Context: an optimization exercise on an open-source flow, tuned for small area, a short achievable clock period and few clock cycles. The choices shown serve that exercise and are no tape-out recipe. At most, simulation tests tie the RTL to the original design; equivalence was not proved. Power is estimated from default activity; no workload was simulated.

Design e20_top, start of the top module:
module e20_top (
    input  wire        clk,
    input  wire        rst,
    output reg         mem_req,
    output reg         mem_we,
    output reg  [12:0] mem_addr,
    output wire [15:0] mem_wdata,
    input  wire [15:0] mem_rdata,
    input  wire        mem_ready,
    output wire        ev1_valid,
    output wire [1:0]  ev1_status,    
    output wire [15:0] ev1_pc,
    output wire [12:0] ev1_addr,
    output wire [2:0]  ev1_row,
    output wire        ev2_valid,
    output wire [1:0]  ev2_status,
    output wire [15:0] ev2_pc,
    output wire [12:0] ev2_addr,
    output wire [3:0]  ev2_row,
    output wire        halted,
    output wire [15:0] pc_out,
    input  wire [2:0]  dbg_sel,
    output wire [15:0] dbg_reg
);
Size: ~160 I/O pins, ~0.041 mm^2 of cells after synthesis.
==> flow/config.mk <==
export PLATFORM = sky130hd
export DESIGN_NAME = e20_top
export DESIGN_NICKNAME = e20_top
export VERILOG_FILES = /design/flow/design.v
export SDC_FILE = /design/flow/constraint.sdc
export NUM_CORES = 4
export LEC_CHECK = 0
export ABC_CLOCK_PERIOD_IN_PS = 4000
export CAP_MARGIN = 20
export CORE_MARGIN = 2
export CORE_UTILIZATION = 55
export CTS_BUF_LIST = sky130_fd_sc_hd__clkbuf_8
export CTS_CLUSTER_SIZE = 30
export SETUP_SLACK_MARGIN = 3.8
export SLEW_MARGIN = 20
export TNS_END_PERCENT = 0
==> flow/constraint.sdc <==
create_clock -name core_clock -period 8.0 [get_ports {clk}]
set_input_delay 1.6000 -clock core_clock [delete_from_list [all_inputs] [get_ports {clk}]]
set_output_delay 1.6000 -clock core_clock [all_outputs]
set_load 0.01 [all_outputs]
run.sh (not shown) runs the stock make flow with config.mk's settings and CLKGATE_MAP_FILE= SYNTH_SCRIPT=/design/flow/synth_recipe.tcl, a recipe that flattens the netlist after the stock synthesis.
The starting point passed the timing, DRC and antenna checks.
==> next run, changes <==
--- a/flow/design.v
+++ b/flow/design.v
@@ -90,23 +90,20 @@
     output wire [15:0] pc_out,
     input  wire [2:0]  dbg_sel,
     output wire [15:0] dbg_reg
 );
     reg [15:0] pc;           
     reg [15:0] ir;
     reg        irv;          
     reg [15:0] va_q;         
     reg [15:0] vb_q;         
     reg        eq_q;         
-    reg        d_tgt;        
-    reg        d_jr;         
-    reg        d_jeq;        
     reg        halt_q;
     reg [15:0] regs [1:7];
     reg        mact;
     reg        mst;          
     reg [12:0] maddr;
     reg [15:0] mwdata;
     reg [2:0]  mrd;
     reg        evv;
     reg        ev_st;
     reg        ev_h1;
@@ -210,32 +207,21 @@
     assign ev2_pc     = ev_pc;
     assign ev2_addr   = maddr;
     assign ev2_row    = maddr[6:3];
     assign halted  = halt_q;
     assign pc_out  = pc;
     assign dbg_reg = (dbg_sel == 3'd0) ? 16'd0 : regs[dbg_sel];
     assign mem_wdata = mwdata;
     always @(*) begin
         mem_req  = !halt_q;
         mem_we   = mact && mst;
-        if (mact)
-            mem_addr = maddr;
-        else if (!irv)
-            mem_addr = pc[12:0];
-        else if (d_tgt)
-            mem_addr = ir[12:0];
-        else if (d_jr)
-            mem_addr = va_q[12:0];
-        else if (d_jeq && eq_q)
-            mem_addr = btgt[12:0];
-        else
-            mem_addr = pc1[12:0];
+        mem_addr = mact ? maddr : (irv ? next_pc[12:0] : pc[12:0]);
     end
     integer k;
     always @(posedge clk) begin
         va_q <= va_d;
         vb_q <= vb_d;
         eq_q <= (va_d == vb_d);
         if (rst) begin
             pc     <= 16'd0;
             irv    <= 1'b0;
             halt_q <= 1'b0;
@@ -263,25 +249,22 @@
                     regs[wr_idx] <= wr_val;
                 if (op_mem) begin
                     mact   <= 1'b1;
                     mst    <= opcode[0];
                     maddr  <= sum[12:0];
                     mwdata <= vb;
                     mrd    <= rB;
                 end
             end
             if (fetch) begin
-                ir    <= mem_rdata;
-                irv   <= mem_ready;
-                d_tgt <= mem_rdata[15:14] == 2'b01;
-                d_jr  <= mem_rdata[15:13] == 3'd0 && mem_rdata[3:0] == 4'd8;
-                d_jeq <= mem_rdata[15:13] == 3'd6;
+                ir  <= mem_rdata;
+                irv <= mem_ready;
             end
         end
     end
 endmodule
 module e20_add16 (
     input  wire [15:0] a,
     input  wire [15:0] b,
     input  wire        cin,
     output wire [15:0] sum,
     output wire        cout
Effect: The changed run completed without violations. Worst setup slack gets better by 380 ps. Count of clock-buffer cells in the layout went up by 8. Die area fell by a few percent. Wire length shrinks by a few percent. Cell area decreases slightly. Via count is lower by a few percent. Area after synthesis shrinks by a few percent. Utilization rises by 1.2 points. Total power hardly moves. Final cell count is lower by a few percent. Sequential share of layout area climbs by 0.51 points. Clock skew rises by 3.1 ps. Sequential power barely changes.
Function was not checked in any run of this note: the RTL went through the layout flow alone.

---

The RTL this note starts from:
==> flow/design.v <==
module e20_cache_level #(
    parameter BLK_BITS = 2,    
    parameter ROW_BITS = 3,    
    parameter WAYS     = 2
) (
    input  wire                 clk,
    input  wire                 rst,
    input  wire                 access,    
    input  wire [12:0]          addr,
    output wire [ROW_BITS-1:0]  row,
    output reg                  hit
);
    localparam TAG_BITS = 13 - BLK_BITS - ROW_BITS;
    localparam ROWS     = 1 << ROW_BITS;
    localparam LINES    = ROWS * WAYS;
    localparam CNT_BITS = (WAYS < 2) ? 1 : (WAYS < 4) ? 2 : (WAYS < 8) ? 3 : 4;
    wire [TAG_BITS-1:0] tag = addr[12:BLK_BITS+ROW_BITS];
    assign row = addr[BLK_BITS+ROW_BITS-1:BLK_BITS];
    wire [LINES*TAG_BITS-1:0] tags_flat;
    wire [ROWS*CNT_BITS-1:0]  cnt_flat;
    wire [WAYS*TAG_BITS-1:0] row_tags = tags_flat[row*WAYS*TAG_BITS +: WAYS*TAG_BITS];
    wire [CNT_BITS-1:0]      row_cnt  = cnt_flat[row*CNT_BITS +: CNT_BITS];
    integer i;
    reg [WAYS-1:0] shift;      
    always @(*) begin
        hit   = 1'b0;
        shift = {WAYS{1'b1}};  
        for (i = 0; i < WAYS; i = i + 1) begin
            if (row_cnt >= WAYS - i && row_tags[i*TAG_BITS +: TAG_BITS] == tag)
                hit = 1'b1;
        end
        if (hit) begin
            for (i = 0; i < WAYS; i = i + 1)
                shift[i] = 1'b0;
            for (i = 0; i < WAYS; i = i + 1) begin
                if (row_cnt >= WAYS - i && row_tags[i*TAG_BITS +: TAG_BITS] == tag)
                    shift = ~((1 << i) - 1);    
            end
        end
    end
    wire                cnt_up  = !hit && row_cnt != WAYS;
    wire [CNT_BITS-1:0] cnt_new = row_cnt + 1'b1;
    genvar r, p;
    generate
        for (r = 0; r < ROWS; r = r + 1) begin : g_row
            wire upd = access && (row == r);
            reg [CNT_BITS-1:0] cnt_q;
            always @(posedge clk) begin
                if (rst)
                    cnt_q <= {CNT_BITS{1'b0}};
                else if (upd && cnt_up)
                    cnt_q <= cnt_new;
            end
            assign cnt_flat[r*CNT_BITS +: CNT_BITS] = cnt_q;
            for (p = 0; p < WAYS; p = p + 1) begin : g_line
                reg [TAG_BITS-1:0] tag_q;
                wire [TAG_BITS-1:0] tag_in;
                if (p == WAYS - 1) begin : g_end
                    assign tag_in = tag;
                end else begin : g_mid
                    assign tag_in = tags_flat[(r*WAYS+p+1)*TAG_BITS +: TAG_BITS];
                end
                always @(posedge clk) begin
                    if (upd && shift[p])
                        tag_q <= tag_in;
                end
                assign tags_flat[(r*WAYS+p)*TAG_BITS +: TAG_BITS] = tag_q;
            end
        end
    endgenerate
endmodule
module e20_top (
    input  wire        clk,
    input  wire        rst,
    output reg         mem_req,
    output reg         mem_we,
    output reg  [12:0] mem_addr,
    output wire [15:0] mem_wdata,
    input  wire [15:0] mem_rdata,
    input  wire        mem_ready,
    output wire        ev1_valid,
    output wire [1:0]  ev1_status,    
    output wire [15:0] ev1_pc,
    output wire [12:0] ev1_addr,
    output wire [2:0]  ev1_row,
    output wire        ev2_valid,
    output wire [1:0]  ev2_status,
    output wire [15:0] ev2_pc,
    output wire [12:0] ev2_addr,
    output wire [3:0]  ev2_row,
    output wire        halted,
    output wire [15:0] pc_out,
    input  wire [2:0]  dbg_sel,
    output wire [15:0] dbg_reg
);
    reg [15:0] pc;
    reg        halt_q;
    reg [15:0] regs [1:7];
    reg        mact;
    reg        mst;          
    reg [12:0] maddr;
    reg [15:0] mwdata;
    reg [2:0]  mrd;
    reg        evv;
    reg        ev_st;
    reg        ev_h1;
    reg        ev_h2;
    wire [15:0] ir     = mem_rdata;
    wire [2:0]  opcode = ir[15:13];
    wire [2:0]  rA     = ir[12:10];
    wire [2:0]  rB     = ir[9:7];
    wire [2:0]  rD     = ir[6:4];
    wire [3:0]  func   = ir[3:0];
    wire [15:0] imm    = {{9{ir[6]}}, ir[6:0]};
    wire [15:0] target = {3'b000, ir[12:0]};
    wire [15:0] va = (rA == 3'd0) ? 16'd0 : regs[rA];
    wire [15:0] vb = (rB == 3'd0) ? 16'd0 : regs[rB];
    wire [15:0] pc1 = pc + 16'd1;
    wire [7:0]  btlo   = {1'b0, pc1[6:0]} + {1'b0, ir[6:0]};
    wire [8:0]  bt_inc = pc1[15:7] + 9'd1;
    wire [8:0]  bt_dec = pc1[15:7] - 9'd1;
    wire [15:0] btgt   = {(btlo[7] == ir[6]) ? pc1[15:7] : (btlo[7] ? bt_inc : bt_dec), btlo[6:0]};
    wire op_rrr  = (opcode == 3'd0);
    wire op_alu  = op_rrr && (func[3:2] == 2'b00 || func == 4'd4);
    wire op_jr   = op_rrr && (func == 4'd8);
    wire op_bad  = op_rrr && !op_alu && !op_jr;
    wire op_mem  = (opcode == 3'd4) || (opcode == 3'd5);
    wire do_halt = (opcode == 3'd2) && (target == pc);
    wire exec = !mact && !halt_q && mem_ready;
    wire        use_imm = !op_rrr;
    wire        inv     = op_rrr ? (func[2:0] == 3'd1 || func[2:0] == 3'd4) : (opcode == 3'd7);
    wire [15:0] bx      = (use_imm ? imm : vb) ^ {16{inv}};
    wire [15:0] sum;
    wire        cout;
    e20_add16 u_add (.a(va), .b(bx), .cin(inv), .sum(sum), .cout(cout));
    wire        lt = !cout;      
    wire       look = mact && mem_ready;
    wire       l1_hit, l2_hit;
    wire [2:0] l1_row;
    wire [3:0] l2_row;
    e20_cache_level #(.BLK_BITS(2), .ROW_BITS(3), .WAYS(2)) u_l1 (
        .clk(clk), .rst(rst), .access(look), .addr(maddr),
        .row(l1_row), .hit(l1_hit)
    );
    e20_cache_level #(.BLK_BITS(3), .ROW_BITS(4), .WAYS(4)) u_l2 (
        .clk(clk), .rst(rst), .access(look && (mst || !l1_hit)), .addr(maddr),
        .row(l2_row), .hit(l2_hit)
    );
    wire [15:0] ev_pc = pc - 16'd1;
    assign ev1_valid  = evv;
    assign ev1_status = ev_st ? 2'd2 : {1'b0, !ev_h1};
    assign ev1_pc     = ev_pc;
    assign ev1_addr   = maddr;
    assign ev1_row    = maddr[4:2];
    assign ev2_valid  = evv && (ev_st || !ev_h1);
    assign ev2_status = ev_st ? 2'd2 : {1'b0, !ev_h2};
    assign ev2_pc     = ev_pc;
    assign ev2_addr   = maddr;
    assign ev2_row    = maddr[6:3];
    assign halted  = halt_q;
    assign pc_out  = pc;
    assign dbg_reg = (dbg_sel == 3'd0) ? 16'd0 : regs[dbg_sel];
    assign mem_wdata = mwdata;
    always @(*) begin
        mem_req  = !halt_q;
        mem_we   = mact && mst;
        mem_addr = mact ? maddr : pc[12:0];
    end
    reg        wr_en;
    reg [2:0]  wr_idx;
    reg [15:0] wr_val;
    reg [15:0] next_pc;
    always @(*) begin
        wr_en   = 1'b0;
        wr_idx  = rB;
        wr_val  = sum;
        next_pc = pc1;
        case (opcode)
            3'd0: begin
                wr_en  = op_alu;
                wr_idx = rD;
                case (func[2:0])
                    3'd2: wr_val = va | vb;
                    3'd3: wr_val = va & vb;
                    3'd4: wr_val = {15'd0, lt};
                    default: wr_val = sum;
                endcase
                if (op_jr) next_pc = va;
            end
            3'd1: wr_en = 1'b1;
            3'd2: next_pc = target;
            3'd3: begin wr_en = 1'b1; wr_idx = 3'd7; wr_val = pc1; next_pc = target; end
            3'd6: if (va == vb) next_pc = btgt;
            3'd7: begin wr_en = 1'b1; wr_val = {15'd0, lt}; end
            default: ;
        endcase
    end
    integer k;
    always @(posedge clk) begin
        if (rst) begin
            pc     <= 16'd0;
            halt_q <= 1'b0;
            mact   <= 1'b0;
            evv    <= 1'b0;
            for (k = 1; k < 8; k = k + 1)
                regs[k] <= 16'd0;
        end else begin
            evv <= look;
            if (look) begin
                ev_st <= mst;
                ev_h1 <= l1_hit;
                ev_h2 <= l2_hit;
                mact  <= 1'b0;
                pc    <= pc1;
                if (!mst && mrd != 3'd0)
                    regs[mrd] <= mem_rdata;
            end
            if (exec) begin
                if (do_halt) begin
                    halt_q <= 1'b1;
                end else if (op_mem) begin
                    mact   <= 1'b1;
                    mst    <= opcode[0];
                    maddr  <= sum[12:0];
                    mwdata <= vb;
                    mrd    <= rB;
                end else if (!op_bad) begin
                    if (wr_en && wr_idx != 3'd0)
                        regs[wr_idx] <= wr_val;
                    pc <= next_pc;
                end
            end
        end
    end
endmodule
module e20_add16 (
    input  wire [15:0] a,
    input  wire [15:0] b,
    input  wire        cin,
    output wire [15:0] sum,
    output wire        cout
);
    wire [15:0] p = a ^ b;
    wire [15:0] g0 = (a & b) | {15'd0, p[0] & cin};
    wire [15:0] pp0 = p;
    wire [15:0] g1, g2, g3, g4, pp1, pp2, pp3;
    genvar i;
    generate
        for (i = 0; i < 16; i = i + 1) begin : g_l1
            if (i >= 1) begin : g_c
                assign g1[i]  = g0[i] | (pp0[i] & g0[i-1]);
                assign pp1[i] = pp0[i] & pp0[i-1];
            end else begin : g_p
                assign g1[i]  = g0[i];
                assign pp1[i] = pp0[i];
            end
        end
        for (i = 0; i < 16; i = i + 1) begin : g_l2
            if (i >= 2) begin : g_c
                assign g2[i]  = g1[i] | (pp1[i] & g1[i-2]);
                assign pp2[i] = pp1[i] & pp1[i-2];
            end else begin : g_p
                assign g2[i]  = g1[i];
                assign pp2[i] = pp1[i];
            end
        end
        for (i = 0; i < 16; i = i + 1) begin : g_l3
            if (i >= 4) begin : g_c
                assign g3[i]  = g2[i] | (pp2[i] & g2[i-4]);
                assign pp3[i] = pp2[i] & pp2[i-4];
            end else begin : g_p
                assign g3[i]  = g2[i];
                assign pp3[i] = pp2[i];
            end
        end
        for (i = 0; i < 16; i = i + 1) begin : g_l4
            if (i >= 8) begin : g_c
                assign g4[i] = g3[i] | (pp3[i] & g3[i-8]);
            end else begin : g_p
                assign g4[i] = g3[i];
            end
        end
    endgenerate
    assign sum  = p ^ {g4[14:0], cin};
    assign cout = g4[15];
endmodule
Settings: LEC_CHECK=0, ABC_CLOCK_PERIOD_IN_PS=4000, CAP_MARGIN=20, CORE_MARGIN=2, CORE_UTILIZATION=55, CTS_BUF_LIST=sky130_fd_sc_hd__clkbuf_8, CTS_CLUSTER_SIZE=30, SETUP_SLACK_MARGIN=3.8, SLEW_MARGIN=20, TNS_END_PERCENT=0; clock period 8.0 ns.
Testbench counts at the start, summed over its fixed seeds: cycles 41,504.
Rerun with:
--- a/flow/design.v
+++ b/flow/design.v
@@ -14,11 +14,10 @@
     localparam ROWS     = 1 << ROW_BITS;
     localparam LINES    = ROWS * WAYS;
-    localparam CNT_BITS = (WAYS < 2) ? 1 : (WAYS < 4) ? 2 : (WAYS < 8) ? 3 : 4;
     wire [TAG_BITS-1:0] tag = addr[12:BLK_BITS+ROW_BITS];
     assign row = addr[BLK_BITS+ROW_BITS-1:BLK_BITS];
     wire [LINES*TAG_BITS-1:0] tags_flat;
-    wire [ROWS*CNT_BITS-1:0]  cnt_flat;
-    wire [WAYS*TAG_BITS-1:0] row_tags = tags_flat[row*WAYS*TAG_BITS +: WAYS*TAG_BITS];
-    wire [CNT_BITS-1:0]      row_cnt  = cnt_flat[row*CNT_BITS +: CNT_BITS];
+    wire [LINES-1:0]          valid_flat;
+    wire [WAYS*TAG_BITS-1:0] row_tags  = tags_flat[row*WAYS*TAG_BITS +: WAYS*TAG_BITS];
+    wire [WAYS-1:0]          row_valid = valid_flat[row*WAYS +: WAYS];
     integer i;
     reg [WAYS-1:0] shift;      
@@ -27,5 +26,5 @@
         shift = {WAYS{1'b1}};  
         for (i = 0; i < WAYS; i = i + 1) begin
-            if (row_cnt >= WAYS - i && row_tags[i*TAG_BITS +: TAG_BITS] == tag)
+            if (row_valid[i] && row_tags[i*TAG_BITS +: TAG_BITS] == tag)
                 hit = 1'b1;
         end
@@ -34,36 +33,35 @@
                 shift[i] = 1'b0;
             for (i = 0; i < WAYS; i = i + 1) begin
-                if (row_cnt >= WAYS - i && row_tags[i*TAG_BITS +: TAG_BITS] == tag)
+                if (row_valid[i] && row_tags[i*TAG_BITS +: TAG_BITS] == tag)
                     shift = ~((1 << i) - 1);    
             end
         end
     end
-    wire                cnt_up  = !hit && row_cnt != WAYS;
-    wire [CNT_BITS-1:0] cnt_new = row_cnt + 1'b1;
     genvar r, p;
     generate
         for (r = 0; r < ROWS; r = r + 1) begin : g_row
             wire upd = access && (row == r);
-            reg [CNT_BITS-1:0] cnt_q;
-            always @(posedge clk) begin
-                if (rst)
-                    cnt_q <= {CNT_BITS{1'b0}};
-                else if (upd && cnt_up)
-                    cnt_q <= cnt_new;
-            end
-            assign cnt_flat[r*CNT_BITS +: CNT_BITS] = cnt_q;
             for (p = 0; p < WAYS; p = p + 1) begin : g_line
                 reg [TAG_BITS-1:0] tag_q;
+                reg                valid_q;
                 wire [TAG_BITS-1:0] tag_in;
+                wire                valid_in;
                 if (p == WAYS - 1) begin : g_end
-                    assign tag_in = tag;
+                    assign tag_in   = tag;
+                    assign valid_in = 1'b1;
                 end else begin : g_mid
-                    assign tag_in = tags_flat[(r*WAYS+p+1)*TAG_BITS +: TAG_BITS];
+                    assign tag_in   = tags_flat[(r*WAYS+p+1)*TAG_BITS +: TAG_BITS];
+                    assign valid_in = valid_flat[r*WAYS+p+1];
                 end
                 always @(posedge clk) begin
-                    if (upd && shift[p])
-                        tag_q <= tag_in;
+                    if (rst) begin
+                        valid_q <= 1'b0;
+                    end else if (upd && shift[p]) begin
+                        tag_q   <= tag_in;
+                        valid_q <= valid_in;
+                    end
                 end
                 assign tags_flat[(r*WAYS+p)*TAG_BITS +: TAG_BITS] = tag_q;
+                assign valid_flat[r*WAYS+p] = valid_q;
             end
         end
Result: Cell count shrinks by 2.8%. Combinational power drops by about 7%. Routed wire length shrinks by 4.8%. Die area falls by 1.7%. Setup slack got worse by 0.040 ns.
Only the layout flow was run in the second run of this note; the RTL was not checked for function there.

-- static timing again, ports no longer ideal --
The flow's constraints put no driver on any port. The routed layouts listed below were extracted and timed again, unchanged, in two steps. Step 1 (the two cells are an assumption about what drives the block):
set clk [get_ports {clk}]
set_driving_cell -lib_cell sky130_fd_sc_hd__clkbuf_16 $clk
set_driving_cell -lib_cell sky130_fd_sc_hd__buf_2 [delete_from_list [all_inputs] $clk]
Step 2 also shifts input and output timing later by t, the mid clock arrival at the registers, as if the neighbouring blocks saw the same clock. Three values: ideal, step 1, step 2; two values: the first two.
run | t, ns | setup slack, ns | worst slew at a driven data input, ns
the first run of note 1 | 0.855 | 1.583 / 1.519 / 1.871 | 0.05
the second run of note 1 | 0.867 | 1.964 / 1.894 / 2.150 | 0.09
the first run of note 2 | 0.802 | 3.185 / 3.175 / 2.373 | 0.09
the second run of note 2 | 0.784 | 3.145 / 3.066 / 2.283 | 0.15
After both steps setup and hold are still met in every run listed. The setup slack of the second run of note 2, which loses most, moves by -0.079 ns with the drivers and by -0.862 ns with both steps.
